This design comes from an exercise in tuning for small area, a short achievable clock period and few clock cycles per item on the open sky130 flow, not from production work. Function was checked by simulation only, so behaviour that the tests miss may differ from the original.

## flow/design.v

```verilog
module tlsh_finalize (
    input  wire          clk,
    input  wire          rst,
    input  wire          in_valid,
    output wire          in_ready,
    input  wire          b48,           
    input  wire [2047:0] buckets,       
    output reg           out_valid,
    output reg  [255:0]  out_body,      
    output reg  [3:0]    out_q1_ratio,
    output reg  [3:0]    out_q2_ratio
);
    reg        rdy;
    reg        busy;
    reg  [2:0] cnt;
    assign in_ready = rdy;
    wire accept = in_valid & rdy;
    wire last   = busy & (cnt == 3'd7);
    always @(posedge clk) begin
        if (rst) begin
            rdy  <= 1'b1;
            busy <= 1'b0;
            cnt  <= 3'd0;
        end else begin
            cnt <= accept ? 3'd0 : cnt + 3'd1;
            if (accept) begin
                busy <= 1'b1;
                rdy  <= 1'b0;
            end else if (last) begin
                busy <= 1'b0;
                rdy  <= 1'b1;
            end else begin
                rdy  <= rdy | (busy & (cnt == 3'd6));
            end
        end
    end
    reg [2047:0] v;
    integer i;
    always @(posedge clk) begin
        for (i = 0; i < 128; i = i + 1)
            v[16*i +: 16] <= rdy ? buckets[16*i +: 16] : {v[16*i +: 14], 2'b00};
    end
    wire [127:0] hi, lo;
    genvar gi;
    generate
        for (gi = 0; gi < 128; gi = gi + 1) begin : g_dig
            assign hi[gi] = v[16*gi + 15];
            assign lo[gi] = v[16*gi + 14];
        end
    endgenerate
    wire [127:0] le0 = ~hi & ~lo;      
    wire [127:0] le1 = ~hi;            
    wire [127:0] le2 = ~(hi & lo);     
    function [7:0] popcount128;
        input [127:0] x;
        integer k;
        begin
            popcount128 = 8'd0;
            for (k = 0; k < 128; k = k + 1)
                popcount128 = popcount128 + {7'd0, x[k]};
        end
    endfunction
    reg  [127:0] m1, m2, m3;       
    reg  [127:0] g1, g2, g3;       
    reg  [6:0]   r1, r2, r3;       
    reg  [13:0]  p1, p2, p3;       
    wire [1:0]   d1, d2, d3;
    wire [6:0]   nr1, nr2, nr3;
    wire [127:0] nm1, nm2, nm3, ng1, ng2, ng3;
    tlsh_sel u1 (.m(m1), .g(g1), .r(r1), .hi(hi), .lo(lo), .le0(le0), .le1(le1), .le2(le2),
                 .d(d1), .nr(nr1), .nm(nm1), .ng(ng1));
    tlsh_sel u2 (.m(m2), .g(g2), .r(r2), .hi(hi), .lo(lo), .le0(le0), .le1(le1), .le2(le2),
                 .d(d2), .nr(nr2), .nm(nm2), .ng(ng2));
    tlsh_sel u3 (.m(m3), .g(g3), .r(r3), .hi(hi), .lo(lo), .le0(le0), .le1(le1), .le2(le2),
                 .d(d3), .nr(nr3), .nm(nm3), .ng(ng3));
    wire [127:0] use_mask = {{80{~b48}}, {48{1'b1}}};
    always @(posedge clk) begin
        if (rdy) begin
            m1 <= use_mask; m2 <= use_mask; m3 <= use_mask;
            g1 <= 128'd0;   g2 <= 128'd0;   g3 <= 128'd0;
            r1 <= b48 ? 7'd11 : 7'd31;
            r2 <= b48 ? 7'd23 : 7'd63;
            r3 <= b48 ? 7'd35 : 7'd95;
        end else begin
            m1 <= nm1; m2 <= nm2; m3 <= nm3;
            g1 <= ng1; g2 <= ng2; g3 <= ng3;
            r1 <= nr1; r2 <= nr2; r3 <= nr3;
        end
        p1 <= {p1[11:0], d1};
        p2 <= {p2[11:0], d2};
        p3 <= {p3[11:0], d3};
    end
    wire [15:0] q1 = {p1, d1};
    wire [15:0] q2 = {p2, d2};
    wire [15:0] q3 = {p3, d3};
    reg [255:0] body;
    always @(*) begin
        for (i = 0; i < 128; i = i + 1)
            body[2*i +: 2] = {ng2[i], ng2[i] ? ng3[i] : ng1[i]};
    end
    reg         dact;
    reg  [2:0]  dcnt;
    reg  [15:0] dv;                
    reg         dz;                
    reg  [21:0] a1, a2;            
    reg  [3:0]  qb1, qb2;          
    function [22:0] dstep;         
        input [21:0] a;
        input [15:0] d;
        input        first;
        reg   [22:0] n;
        reg   [16:0] t;
        reg   [5:0]  rest;
        reg          ge;
        begin
            n = a[15:0] * 23'd100;
            if (first) begin
                t    = n[22:6];
                rest = n[5:0];
            end else begin
                t    = {a[21:6], a[5]};
                rest = {a[4:0], 1'b0};
            end
            ge    = (t >= {1'b0, d});
            dstep = {ge, ge ? t[15:0] - d : t[15:0], rest};
        end
    endfunction
    wire [22:0] s1 = dstep(a1, dv, dcnt == 3'd0);
    wire [22:0] s2 = dstep(a2, dv, dcnt == 3'd0);
    always @(posedge clk) begin
        if (rst) begin
            dact      <= 1'b0;
            out_valid <= 1'b0;
        end else begin
            out_valid <= dact & (dcnt == 3'd6);
            if (last)
                dact <= 1'b1;
            else if (dcnt == 3'd6)
                dact <= 1'b0;
        end
        dcnt <= last ? 3'd0 : dcnt + 3'd1;
        if (last) begin
            dv       <= q3;
            dz       <= (q3 == 16'd0);
            a1       <= {6'd0, q1};
            a2       <= {6'd0, q2};
            out_body <= body;
        end else begin
            a1  <= s1[21:0];
            a2  <= s2[21:0];
            qb1 <= {qb1[2:0], s1[22]};
            qb2 <= {qb2[2:0], s2[22]};
        end
        out_q1_ratio <= dz ? 4'd0 : {qb1[2:0], s1[22]};
        out_q2_ratio <= dz ? 4'd0 : {qb2[2:0], s2[22]};
    end
endmodule
module tlsh_sel (
    input  wire [127:0] m,
    input  wire [127:0] g,
    input  wire [6:0]   r,
    input  wire [127:0] hi,
    input  wire [127:0] lo,
    input  wire [127:0] le0,
    input  wire [127:0] le1,
    input  wire [127:0] le2,
    output wire [1:0]   d,
    output wire [6:0]   nr,
    output wire [127:0] nm,
    output wire [127:0] ng
);
    function [7:0] popcount128;
        input [127:0] x;
        integer k;
        begin
            popcount128 = 8'd0;
            for (k = 0; k < 128; k = k + 1)
                popcount128 = popcount128 + {7'd0, x[k]};
        end
    endfunction
    wire [7:0] c0 = popcount128(m & le0);
    wire [7:0] c1 = popcount128(m & le1);
    wire [7:0] c2 = popcount128(m & le2);
    wire ge0 = ({1'b0, r} >= c0);
    wire ge1 = ({1'b0, r} >= c1);
    wire ge2 = ({1'b0, r} >= c2);
    assign d  = {ge1, ge1 ? ge2 : ge0};
    wire [7:0] sub = ge2 ? c2 : ge1 ? c1 : ge0 ? c0 : 8'd0;
    assign nr = r - sub[6:0];
    wire [127:0] eq = (d == 2'd0) ? le0 :
                      (d == 2'd1) ? (~hi &  lo) :
                      (d == 2'd2) ? ( hi & ~lo) : (hi & lo);
    wire [127:0] gt = (d == 2'd0) ? ~le0 :
                      (d == 2'd1) ? hi :
                      (d == 2'd2) ? (hi & lo) : 128'd0;
    assign nm = m & eq;
    assign ng = g | (m & gt);
endmodule
```

## flow/run.sh

```bash
#!/bin/bash
# synth_recipe.tcl (not shown) runs the flow's synth.tcl, then flattens the netlist and writes it again
# the make line also repeats each setting of config.mk as NAME=value (left out here)
make -C /OpenROAD-flow-scripts/flow DESIGN_CONFIG=/design/flow/config.mk WORK_HOME=/design/flow/orfs CLKGATE_MAP_FILE= SYNTH_SCRIPT=/design/flow/synth_recipe.tcl finish
```

## flow/config.mk

```make
export PLATFORM = sky130hd
export DESIGN_NAME = tlsh_finalize
export DESIGN_NICKNAME = tlsh_finalize
export VERILOG_FILES = /design/flow/design.v
export SDC_FILE = /design/flow/constraint.sdc
export NUM_CORES = 4
export LEC_CHECK = 0
export CAP_MARGIN = 30
export CORE_MARGIN = 2
export CORE_UTILIZATION = 40
export PLACE_DENSITY = 0.6
export SLEW_MARGIN = 30
```

## flow/constraint.sdc

```tcl
create_clock -name core_clock -period 16.0 [get_ports {clk}]
set_input_delay 3.2000 -clock core_clock [delete_from_list [all_inputs] [get_ports {clk}]]
set_output_delay 3.2000 -clock core_clock [all_outputs]
set_load 0.01 [all_outputs]
```

==> summary.txt <==
Outcome
The run finished with no timing, DRC or antenna violations.

Place
The congestion estimate from routability-driven global placement came to 1.07. After legalization and detailed placement, the total HPWL measured 590,000 um. The worst slack after detailed placement is 3.20 ns.

The number of I/O port buffers is 2,317. Including well taps, the total number of placed cells is 22.3k. The cell area after placement is 192,000 um^2.

Global route
The initial antenna violation count is 128. The total congestion overflow after global routing is 0. The via count of the first global-routing pass is 123k. The pin count of the biggest net entering global routing is 193. The first global-routing pass estimated 1,000,000 um of wire. Global routing used 34.7% of the available tracks across all layers.

Timing
Setup slack on the critical path of the routed design comes to 2.93 ns. The worst hold slack after final layout is 0.348 ns. The maximum achievable frequency is 0.0765 GHz. For the pin with the worst max-slew slack, the measured transition is 1.11 ns. Setup repair after global routing left no endpoint under its margin. The share of the clock period used by the worst path is 81.7%. Between clock sinks in the finished design, the worst skew comes to 0.0907 ns.

The number of slew-limit violations in the final report is 0. Measured against its own limit, the worst slew margin works out to 26.2%. Setup violations remaining at the end of the flow were counted as 0.

The hold violation count in the final report is 0. The setup total negative slack is 0 ns. The worst path needs 13.07 ns of the cycle, external delays included.

Setup path
The required time at the endpoint of the critical path is 16.86 ns. The sort of element at the start of the critical path is a flip-flop. The largest fanout on the critical path is 18. The worst reg2reg path depth is 39.

The worst setup path is captured at a flip-flop. The total number of cells along the worst setup path is 39. For the worst setup path, the data arrival time is 13.93 ns. The worst register-to-register path begins at v[31]. Setup slack on the worst reg-to-reg path comes out at 2.93 ns. The most critical setup path has its endpoint at r1[6]. On the critical path, the stage with the largest delay is an instance of sky130_fd_sc_hd__nand3_2.

The startpoint-to-endpoint class of the critical path is reg -> reg. The reg-to-reg critical path endpoint is r1[6]. The top cell family by delay on the critical path is adder cells. In this design, the stage delay of the slowest critical-path cell is 0.80 ns. The worst setup path startpoint is v[31]. The sum of buffers and inverters on the critical path is 1. The dominant cell type by count on the critical path is sky130_fd_sc_hd__fa_1.

Detailed routing
The count of nets left with antenna violations once routing finished came out at 0. For this block, the initial DRC count from the detailed router was 13.8k. Using the TritonRoute via totals, the vias-per-cell ratio works out to 5.49. The total number of vias is 127k. In the final routed layout, each cell accounts on average for 32.0 um. The number of iterations in the first detailed-routing pass is 8. The met2 wire length is 332,000 um. The DRC violations left is 0. The highest routing layer actually used is met5. The wire length on met3 is 75,900 um. The detailed router put a total of 295,000 um of wire on met1. The total length of routed wires is 741,000 um.

CTS
No sink is reached through more buffers than the 4 on the longest clock path. The hold buffer count at CTS is 0. After clock tree synthesis, the clock-pin slew on the worst setup and hold paths is 0.07 ns. The CTS tree is done. The post-cts gate resize count is 0.

For the worst-skew pair, the clock arrives at the later sink with an insertion delay of 1.00 ns. The cell sitting at the root of the clock tree is a sky130_fd_sc_hd__clkbuf_16. The number of clock buffers added by TritonCTS is 361. The number of H-tree levels is 5. The number of buffers inserted to repair setup after CTS is 0. The number of clock sinks seen by CTS is 3,220.

Yosys
The number of nets in the synthesized netlist is 19.0k. Counting flops with a built-in enable in the synthesized netlist gives 279. During synthesis, Yosys emitted a total of 2 warnings. Dividing the synthesized area by the synthesized cell count gives 10.6 um^2. The number of instances in the synthesized netlist is 15.4k.

The distinct cell type count after synthesis is 87. For this run, asynchronously set or reset flops after synthesis account for 0%. The number of storage elements in the synthesis netlist is 3,220. The cell area that synthesis handed to floorplanning was 164,000 um^2. Sequential cells were found to cover 41.1% of the synthesized design area. In the synthesized netlist the dominant register cell turns out to be sky130_fd_sc_hd__dfxtp_1.

Floorplanning
The floorplan step defined a core boundary enclosing 407,000 um^2. The floorplan step set the die width to 644 um. The die height is 644 um. The top-level port count is 2,318. The effective utilization at floorplan is 40.2%. The floorplan step defined a die boundary enclosing 414,000 um^2. The total number of placement rows is 234.

Cells and area
Of the cells placed in the final design, the portion with a size suffix greater than 1 is 16.5%. At the end of the flow, the number of nets in the layout was 20.9k. Compared with the post-synthesis result, the final layout area differs by 25.0%.

Leaving out fill and tap cells, the most frequent cells in the layout are sky130_fd_sc_hd__dfxtp_1 (2,939), sky130_fd_sc_hd__clkdlybuf4s50_1 (2,316), sky130_fd_sc_hd__mux2_2 (1,804). The final cell area excluding filler cells is 205,000 um^2. The utilization after layout is 50.3%. The final cell count without fillers is 23.1k.

The most common cell after layout, fill and taps aside is sky130_fd_sc_hd__dfxtp_1.

Min path
The path class of the tightest hold or removal check is reg -> reg.

Job
Across the run, the number of max-cap violations was 0.
==> synthesized netlist by cell type, types with 80 or more instances <==
cell                       count  area (um^2)
sky130_fd_sc_hd__edfxtp_1    279         8380
sky130_fd_sc_hd__nor2_1      612         2300
sky130_fd_sc_hd__o211ai_1    139         1040
sky130_fd_sc_hd__o21a_1       91          683
sky130_fd_sc_hd__dfxtp_1    2941        58900
sky130_fd_sc_hd__nand2_1    1344         5040
sky130_fd_sc_hd__nor2b_1     186         1160
sky130_fd_sc_hd__buf_2       103          515
sky130_fd_sc_hd__inv_1      1432         5380
sky130_fd_sc_hd__nand4_1     126          788
sky130_fd_sc_hd__fa_1       1062        21300
sky130_fd_sc_hd__a21o_1      149         1120
sky130_fd_sc_hd__nor3_1      158          791
sky130_fd_sc_hd__o21ai_0     388         1940
sky130_fd_sc_hd__mux4_2      135         3040
sky130_fd_sc_hd__a21oi_1     411         2060
sky130_fd_sc_hd__o221ai_1     80          701
sky130_fd_sc_hd__ha_1        457         5720
sky130_fd_sc_hd__and2_1      586         3670
sky130_fd_sc_hd__clkbuf_1    845         3170
sky130_fd_sc_hd__mux2_2     1804        20300
sky130_fd_sc_hd__nand2b_1    334         2090
sky130_fd_sc_hd__a31oi_1     204         1280
sky130_fd_sc_hd__mux2i_1     114         1140
sky130_fd_sc_hd__xnor2_1     284         2490
sky130_fd_sc_hd__nand3_1     100          500
sky130_fd_sc_hd__a311oi_1    155         1360
==> worst min-delay path by stage <==
| stage | start | to | slack (ns) | depth (start not counted) |
|---|---|---|---|---|
| after floorplan | p1[4] | p1[6] | 0.32 | 0 |
| after global placement | p1[4] | p1[6] | 0.33 | 0 |
| after detailed placement | p2[8] | p2[10] | 0.33 | 0 |
| after CTS | p1[11] | p1[13] | 0.35 | 0 |
| after global routing | p1[2] | p1[4] | 0.36 | 0 |
| final | p2[8] | p2[10] | 0.35 | 0 |
==> cell families after synthesis <==
kind of cell | count (synthesis) | synth area share [%]
fa+ha+maj | 1519 | 16.5
flops | 3220 | 41.1
simple gates | 3554 | 10.4
mux | 2060 | 15.0
buf+inv | 2456 | 5.73
compound gates | 2277 | 9.54
xor+xnor | 320 | 1.71
==> area by class of cell <==
class | count | area, um^2
clock buffers | 528 | 10600
clock inverters | 135 | 1570
flip-flops and latches | 3220 | 67300
inverters | 1436 | 5420
fillers | 37200 | 202000
multi-input cells | 9730 | 87500
repair buffers | 2537 | 25100
well taps | 5428 | 6790
diodes | 135 | 338
==> worst register-to-register path: cells and delay by family, from the launching register on <==
kind / cells / cell delay (ns)
XOR/XNOR: 1 / 0.28
AO/OA/AOI/OAI: 11 / 2.35
adder cells (fa/ha/maj): 16 / 7.28
AND/OR/NAND/NOR: 10 / 2.26
buffers and inverters: 1 / 0.07
flip-flops: 1 / 0.68
==> sequential cells by signal, summed over array words and instances (netlist names), 4 cells and up <==
register	cells
v	2048
out_body	256
g1	128
g2	128
g3	128
m1	128
m2	128
m3	128
a1	22
a2	22
dv	16
p1	14
p2	14
p3	14
r1	7
r2	7
r3	7
out_q1_ratio	4
out_q2_ratio	4
==> metal layers <==
| layer | GRT usage, % | vias up |
|---|---|---|
| li1 | - | 56000 |
| met3 | 10.0 | 1251 |
| met2 | 54.1 | 6523 |
| met5 | 0 | - |
| met1 | 44.4 | 63200 |
| met4 | 15.4 | 74 |
Testbench counts, summed over its fixed seeds: cycles 12,872, items 1,600.

==> separate check: timing with driven ports <==
Ports are ideal in the flow. The routed layout listed here was re-timed in OpenROAD.
Step 1 assumes that a clkbuf_16 drives the clock port and a buf_2 every other input.
Step 2 moves the port delays by t, midway between the first and last clock arrival at a register: inputs arrive t later, outputs are due t later. That takes back most of the time a late clock gives input paths.
Slacks: no drivers / after step 1 / after step 2; pairs: no drivers / after step 1.
shift t [ns]: 1.082
setup slack, ns: 2.930 / 2.930 / 2.930
hold WS [ns]: 0.348 / 0.348 / 0.348
worst setup path after step 2: register to register
worst register clock-pin slew, ns: 0.07 / 0.07
After both steps setup and hold are still met in this run. For this run, drivers alone change the setup slack by 0.000 ns; drivers and shift together by 0.000 ns.
